What follows belongs to an exercise in optimizing a design on an open flow for small area, a short achievable clock period and few clock cycles; a production flow would make more cautious choices.
Only simulation tests tie the RTL to the original design; equivalence was not proved.
Power figures rest on the tool's default switching activity, not on a simulated workload.

==> flow/design.v <==
module rtp_sr_sender (
    input  wire        clk,
    input  wire        rst,
    input  wire        ev_valid,
    output wire        ev_ready,
    input  wire [1:0]  ev_kind,       
    input  wire        ev_ack,        
    input  wire [31:0] ev_seq,        
    input  wire [31:0] cfg_total,     
    input  wire [4:0]  cfg_window,    
    input  wire [31:0] cfg_rto,       
    input  wire [31:0] cfg_poll,      
    output wire        tx_valid,
    input  wire        tx_ready,
    output wire [31:0] tx_seq,
    output wire        running,
    output wire [31:0] base
);
    reg         run_r;
    reg  [3:0]  lo;           
    reg  [27:0] hb;           
    reg  [31:0] rem;          
    reg         rem_big;      
    reg  [4:0]  win;          
    reg  [31:0] rnm1;         
    reg  [31:0] xr;           
    reg  [31:0] poll;         
    reg  [31:0] pcnt;         
    reg         big;          
    reg         wchk;         
    reg         wpass;        
    reg  [511:0] tmr;         
    reg  [15:0] acked, e0, pend;
    integer i, j, d;
    wire [27:0] hb1     = hb + 28'd1;
    wire [31:0] rn      = rnm1 + 32'd1;
    function [15:0] below;            
        input [5:0] x;
        integer k;
        begin
            for (k = 0; k < 16; k = k + 1)
                below[k] = (k < x);
        end
    endfunction
    function [15:0] offs_below;       
        input [15:0] gelo;
        input [5:0]  e;               
        begin
            offs_below = (gelo & below(e)) | below((e >= 6'd16) ? e - 6'd16 : 6'd0);
        end
    endfunction
    wire [4:0]  rem5    = rem[4:0];
    wire [4:0]  rem16   = (rem5 > 5'd16) ? rem5 - 5'd16 : 5'd0;
    wire [15:0] ge_lo   = ~below({2'b0, lo});
    wire [15:0] is_lo   = 16'd1 << lo;
    wire [15:0] lt_w    = offs_below(ge_lo, {2'b0, lo} + {1'b0, win});
    wire [15:0] lt_r0   = rem_big ? 16'hffff : offs_below(ge_lo, {2'b0, lo} + {1'b0, rem5});
    wire [15:0] lt_r16  = rem_big ? 16'hffff : offs_below(ge_lo, {2'b0, lo} + {1'b0, rem16});
    wire [15:0] inwin = lt_w & lt_r0;
    wire [15:0] gacked = acked | is_lo;
    reg  [15:0] run_hi, run_lo, clr;
    always @* begin
        run_hi[0] = gacked[0] | !ge_lo[0];
        run_lo[0] = gacked[0];
        for (i = 1; i < 16; i = i + 1) begin
            run_hi[i] = run_hi[i-1] & (gacked[i] | !ge_lo[i]);
            run_lo[i] = run_lo[i-1] & gacked[i];
        end
        for (i = 0; i < 16; i = i + 1)
            clr[i] = ge_lo[i] ? run_hi[i] : (run_hi[15] & run_lo[i]);
    end
    wire [15:0] clr_r1  = win[0] ? {clr[14:0], clr[15]} : clr;
    wire [15:0] clr_r2  = win[1] ? {clr_r1[13:0], clr_r1[15:14]} : clr_r1;
    wire [15:0] clr_r4  = win[2] ? {clr_r2[11:0], clr_r2[15:12]} : clr_r2;
    wire [15:0] clr_w   = win[3] ? {clr_r4[7:0], clr_r4[15:8]} : clr_r4;
    reg  [15:0] m_slide;
    always @* begin
        for (i = 0; i < 16; i = i + 1)
            m_slide[i] = clr[i] ? (lt_w[i] && clr_w[i] && lt_r16[i])
                                : ((lt_w[i] || clr_w[i]) && lt_r0[i] && !acked[i] && (!inwin[i] || e0[i]));
    end
    wire        fin_s   = !rem_big && (rem5 <= 5'd16) && ((lt_r0 & ~clr) == 16'd0);
    reg  [3:0]  lo_n;
    always @* begin
        lo_n = 4'd0;
        for (i = 0; i < 16; i = i + 1)
            if (clr[(i + 15) % 16] && !clr[i]) lo_n = lo_n | 4'(i);
        if (clr == 16'hffff) lo_n = lo;
    end
    wire [3:0]  s1_lo   = lo_n - lo;
    wire [4:0]  s1      = {(s1_lo == 4'd0), s1_lo};
    wire [5:0]  rem_sl  = {1'b0, rem5} - {1'b0, s1};
    wire [26:0] rem_hd  = rem[31:5] - 27'd1;
    wire [31:0] rem_s   = {rem_sl[5] ? rem_hd : rem[31:5], rem_sl[4:0]};
    wire        rem_big_s = rem_sl[5] ? (rem[31:6] != 26'd0) : rem_big;
    wire [15:0] fdec    = 16'd1 << ev_seq[3:0];
    wire        eq_hb   = (ev_seq[31:4] == hb);
    wire        eq_hb1  = (ev_seq[31:4] == hb1);
    wire [15:0] hitmask = {16{ev_ack}} & fdec & inwin & ((ge_lo & {16{eq_hb}}) | (~ge_lo & {16{eq_hb1}}));
    wire        hit_base = ev_ack && eq_hb && (ev_seq[3:0] == lo);
    wire [15:0] m_frame = inwin & ~acked & ~hitmask & e0;
    wire        due     = (pcnt == 32'd1);
    wire [31:0] cmpv = wchk ? rnm1 : xr;
    reg  [15:0] eqc;
    always @* begin
        for (i = 0; i < 16; i = i + 1)
            eqc[i] = (tmr[32*i +: 32] == cmpv);
    end
    wire [15:0] m_tick  = inwin & ~acked & (e0 | eqc);
    wire [15:0] m_wrap  = inwin & ~acked & e0 & ~eqc;
    wire [4:0]  wlen_st = ((cfg_total[31:5] != 27'd0) || (cfg_total[4:0] >= cfg_window)) ? cfg_window : cfg_total[4:0];
    reg  [15:0] m_start;
    always @* begin
        for (i = 0; i < 16; i = i + 1)
            m_start[i] = (i < wlen_st);
    end
    wire [15:0] pend_a  = pend & ge_lo;
    wire [15:0] pend_b  = pend & ~ge_lo;
    wire        any_a   = (pend_a != 16'd0);
    reg  [15:0] tfirst;
    reg  [3:0]  slot_a, slot_b;
    reg         seen_a, seen_b;
    always @* begin
        seen_a = 1'b0;
        seen_b = 1'b0;
        for (i = 0; i < 16; i = i + 1) begin
            tfirst[i] = any_a ? (pend_a[i] && !seen_a) : (pend_b[i] && !seen_b);
            seen_a = seen_a | pend_a[i];
            seen_b = seen_b | pend_b[i];
        end
        slot_a = 4'd0;
        slot_b = 4'd0;
        for (i = 15; i >= 0; i = i - 1) begin
            if (pend_a[i]) slot_a = 4'(i);
            if (pend_b[i]) slot_b = 4'(i);
        end
    end
    wire [3:0]  tslot   = any_a ? slot_a : slot_b;
    assign tx_valid = (pend != 16'd0);
    assign tx_seq   = {any_a ? hb : hb1, tslot};
    wire        take    = tx_valid && tx_ready;
    wire        pend_one = ((pend & (pend - 16'd1)) == 16'd0);
    assign ev_ready = !wchk && ((pend == 16'd0) || (tx_ready && pend_one));
    assign running  = run_r;
    assign base     = {hb, lo};
    wire accept  = ev_valid && ev_ready;
    wire k_frame = (ev_kind == 2'd0);
    wire k_tick  = (ev_kind == 2'd1);
    wire k_start = (ev_kind == 2'd2);
    reg  [15:0] m;
    reg         do_pass;
    always @* begin
        m = 16'd0;
        do_pass = 1'b0;
        if (wchk) begin
            do_pass = wpass;
            m = m_wrap;
        end else if (k_tick) begin
            do_pass = run_r && due && !big;
            m = m_tick;
        end else if (k_start) begin
            do_pass = !run_r;
            m = m_start;
        end else if (k_frame) begin
            do_pass = run_r;
            m = hit_base ? m_slide : m_frame;
        end
        if (!do_pass) m = 16'd0;
    end
    wire [31:0] stamp = (k_tick && !wchk) ? rn : (k_start && !wchk) ? 32'hffffffff : rnm1;
    always @(posedge clk) begin
        if (rst) begin
            run_r <= 1'b0;
            lo    <= 4'd0;
            hb    <= 28'd0;
            pend  <= 16'd0;
            wchk  <= 1'b0;
        end else begin
            wchk <= 1'b0;
            if (wchk) begin
                e0   <= e0 & ~eqc & ~m;
                pend <= m;
            end else if (accept) begin
                pend <= m;
                if (k_tick) begin
                    rnm1  <= rn;
                    xr    <= xr + 32'd1;
                    e0    <= (e0 | eqc) & ~m;
                    pcnt  <= (run_r && due) ? poll : pcnt - 32'd1;
                    wchk  <= big;
                    wpass <= run_r && due;
                end else if (k_start) begin
                    if (!run_r) begin
                        run_r <= (cfg_total != 32'd0);
                        lo    <= 4'd0;
                        hb    <= 28'd0;
                        rem   <= cfg_total;
                        rem_big <= (cfg_total[31:5] != 27'd0);
                        win   <= cfg_window;
                        rnm1  <= 32'hffffffff;
                        xr    <= ~cfg_rto;
                        poll  <= cfg_poll;
                        pcnt  <= cfg_poll;
                        big   <= cfg_rto[31] || cfg_poll[31];
                        acked <= 16'd0;
                        e0    <= e0 & ~m;
                    end
                end else if (k_frame) begin
                    if (run_r) begin
                        if (hit_base) begin
                            lo    <= lo_n;
                            hb    <= clr[15] ? hb1 : hb;
                            rem   <= rem_s;
                            rem_big <= rem_big_s;
                            acked <= acked & ~clr;
                            if (fin_s) run_r <= 1'b0;
                        end else begin
                            acked <= acked | hitmask;
                        end
                        pcnt <= poll;
                        e0 <= e0 & ~m;
                    end
                end
            end else if (take) begin
                pend <= pend & ~tfirst;
            end
        end
    end
    always @(posedge clk) begin
        if (accept || wchk) begin
            for (j = 0; j < 16; j = j + 1)
                if (m[j]) tmr[32*j +: 32] <= stamp;
        end
    end
endmodule
==> flow/config.mk <==
export PLATFORM = sky130hd
export DESIGN_NAME = rtp_sr_sender
export DESIGN_NICKNAME = rtp_sr_sender
export VERILOG_FILES = /design/flow/design.v
export SDC_FILE = /design/flow/constraint.sdc
export NUM_CORES = 4
export LEC_CHECK = 0
export ABC_AREA = 1
export CAP_MARGIN = 20
export CORE_MARGIN = 2
export CORE_UTILIZATION = 55
export PLACE_DENSITY = 0.7
export SETUP_SLACK_MARGIN = 5
export SLEW_MARGIN = 20
export TNS_END_PERCENT = 10
==> flow/constraint.sdc <==
create_clock -name core_clock -period 10.0 [get_ports {clk}]
set_input_delay 2.0000 -clock core_clock [delete_from_list [all_inputs] [get_ports {clk}]]
set_output_delay 2.0000 -clock core_clock [all_outputs]
set_load 0.01 [all_outputs]
run.sh (not shown) runs the stock make flow with config.mk's settings and CLKGATE_MAP_FILE= SYNTH_SCRIPT=/design/flow/synth_recipe.tcl, a recipe that flattens the netlist after the stock synthesis.
Testbench counts at the start, summed over its fixed seeds: cycles 12,213.
Next try:
--- a/flow/design.v
+++ b/flow/design.v
@@ -28,12 +28,13 @@
     reg  [31:0] pcnt;         
     reg         big;          
     reg         wchk;         
     reg         wpass;        
     reg  [511:0] tmr;         
     reg  [15:0] acked, e0, pend;
+    reg  [15:0] ge_lo, lt_w, lt_r0;
     integer i, j, d;
     wire [27:0] hb1     = hb + 28'd1;
     wire [31:0] rn      = rnm1 + 32'd1;
     function [15:0] below;            
         input [5:0] x;
         integer k;
@@ -48,16 +49,13 @@
         begin
             offs_below = (gelo & below(e)) | below((e >= 6'd16) ? e - 6'd16 : 6'd0);
         end
     endfunction
     wire [4:0]  rem5    = rem[4:0];
     wire [4:0]  rem16   = (rem5 > 5'd16) ? rem5 - 5'd16 : 5'd0;
-    wire [15:0] ge_lo   = ~below({2'b0, lo});
-    wire [15:0] is_lo   = 16'd1 << lo;
-    wire [15:0] lt_w    = offs_below(ge_lo, {2'b0, lo} + {1'b0, win});
-    wire [15:0] lt_r0   = rem_big ? 16'hffff : offs_below(ge_lo, {2'b0, lo} + {1'b0, rem5});
+    wire [15:0] is_lo   = ge_lo & ~{ge_lo[14:0], 1'b0};
     wire [15:0] lt_r16  = rem_big ? 16'hffff : offs_below(ge_lo, {2'b0, lo} + {1'b0, rem16});
     wire [15:0] inwin = lt_w & lt_r0;
     wire [15:0] gacked = acked | is_lo;
     reg  [15:0] run_hi, run_lo, clr;
     always @* begin
         run_hi[0] = gacked[0] | !ge_lo[0];
@@ -136,13 +134,23 @@
         end
     end
     wire [3:0]  tslot   = any_a ? slot_a : slot_b;
     assign tx_valid = (pend != 16'd0);
     assign tx_seq   = {any_a ? hb : hb1, tslot};
     wire        take    = tx_valid && tx_ready;
-    wire        pend_one = ((pend & (pend - 16'd1)) == 16'd0);
+    reg         pend_two;         
+    reg         pend_seen;
+    always @* begin
+        pend_two  = 1'b0;
+        pend_seen = 1'b0;
+        for (i = 0; i < 16; i = i + 1) begin
+            pend_two  = pend_two | (pend_seen & pend[i]);
+            pend_seen = pend_seen | pend[i];
+        end
+    end
+    wire        pend_one = !pend_two;
     assign ev_ready = !wchk && ((pend == 16'd0) || (tx_ready && pend_one));
     assign running  = run_r;
     assign base     = {hb, lo};
     wire accept  = ev_valid && ev_ready;
     wire k_frame = (ev_kind == 2'd0);
     wire k_tick  = (ev_kind == 2'd1);
@@ -193,12 +201,15 @@
                     if (!run_r) begin
                         run_r <= (cfg_total != 32'd0);
                         lo    <= 4'd0;
                         hb    <= 28'd0;
                         rem   <= cfg_total;
                         rem_big <= (cfg_total[31:5] != 27'd0);
+                        ge_lo <= 16'hffff;
+                        lt_w  <= below({1'b0, cfg_window});
+                        lt_r0 <= (cfg_total[31:4] != 28'd0) ? 16'hffff : below({2'b0, cfg_total[3:0]});
                         win   <= cfg_window;
                         rnm1  <= 32'hffffffff;
                         xr    <= ~cfg_rto;
                         poll  <= cfg_poll;
                         pcnt  <= cfg_poll;
                         big   <= cfg_rto[31] || cfg_poll[31];
@@ -209,12 +220,15 @@
                     if (run_r) begin
                         if (hit_base) begin
                             lo    <= lo_n;
                             hb    <= clr[15] ? hb1 : hb;
                             rem   <= rem_s;
                             rem_big <= rem_big_s;
+                            ge_lo <= clr[15] ? ~(clr & ~ge_lo) : (ge_lo & ~clr);
+                            lt_w  <= (clr & lt_w & clr_w) | (~clr & (lt_w | clr_w));
+                            lt_r0 <= (clr & lt_r16) | (~clr & lt_r0);
                             acked <= acked & ~clr;
                             if (fin_s) run_r <= 1'b0;
                         end else begin
                             acked <= acked | hitmask;
                         end
                         pcnt <= poll;
After rerunning: The changed run produced a clean layout; sequential cell count is higher by 47; design area is higher by 2.0%; count of clock-buffer cells in the layout is lower by 2; via count is higher by 0.90%; wire length is higher by 1.6%; power is higher by 4.6%; die area is higher by 3.7%.
Testbench counts after the change, summed over its fixed seeds: cycles 12,213.

==> static timing again, ports no longer ideal <==
The flow's constraints put no driver on any port. The routed layouts listed below were extracted and timed again, unchanged, in two steps. Step 1 sets driving cells, clkbuf_16 on the clock port and buf_2 on the other inputs (assumed; they add their load-dependent delay and slew). Step 2, shift: input delay + t, output delay - t, t = (earliest + latest rising clock arrival at the registers) / 2. This alone moves slack from input paths to output paths. Three values: ideal, step 1, step 2; two values: the first two.
run | t (ns) | setup WS [ns] | worst hold slack (ns) | worst setup path after step 2 | worst slew at a driven data input, ns
the first run | 0.710 | 4.614 / 4.543 / 4.071 | 0.503 / 0.503 / 0.503 | input to register | 0.09
the second run | 0.726 | 4.581 / 4.524 / 4.040 | 0.574 / 0.574 / 0.574 | input to register | 0.11
After both steps setup and hold are still met in every run listed. For the first run, which loses most, drivers alone change the setup slack by -0.071 ns; drivers and shift together by -0.543 ns.
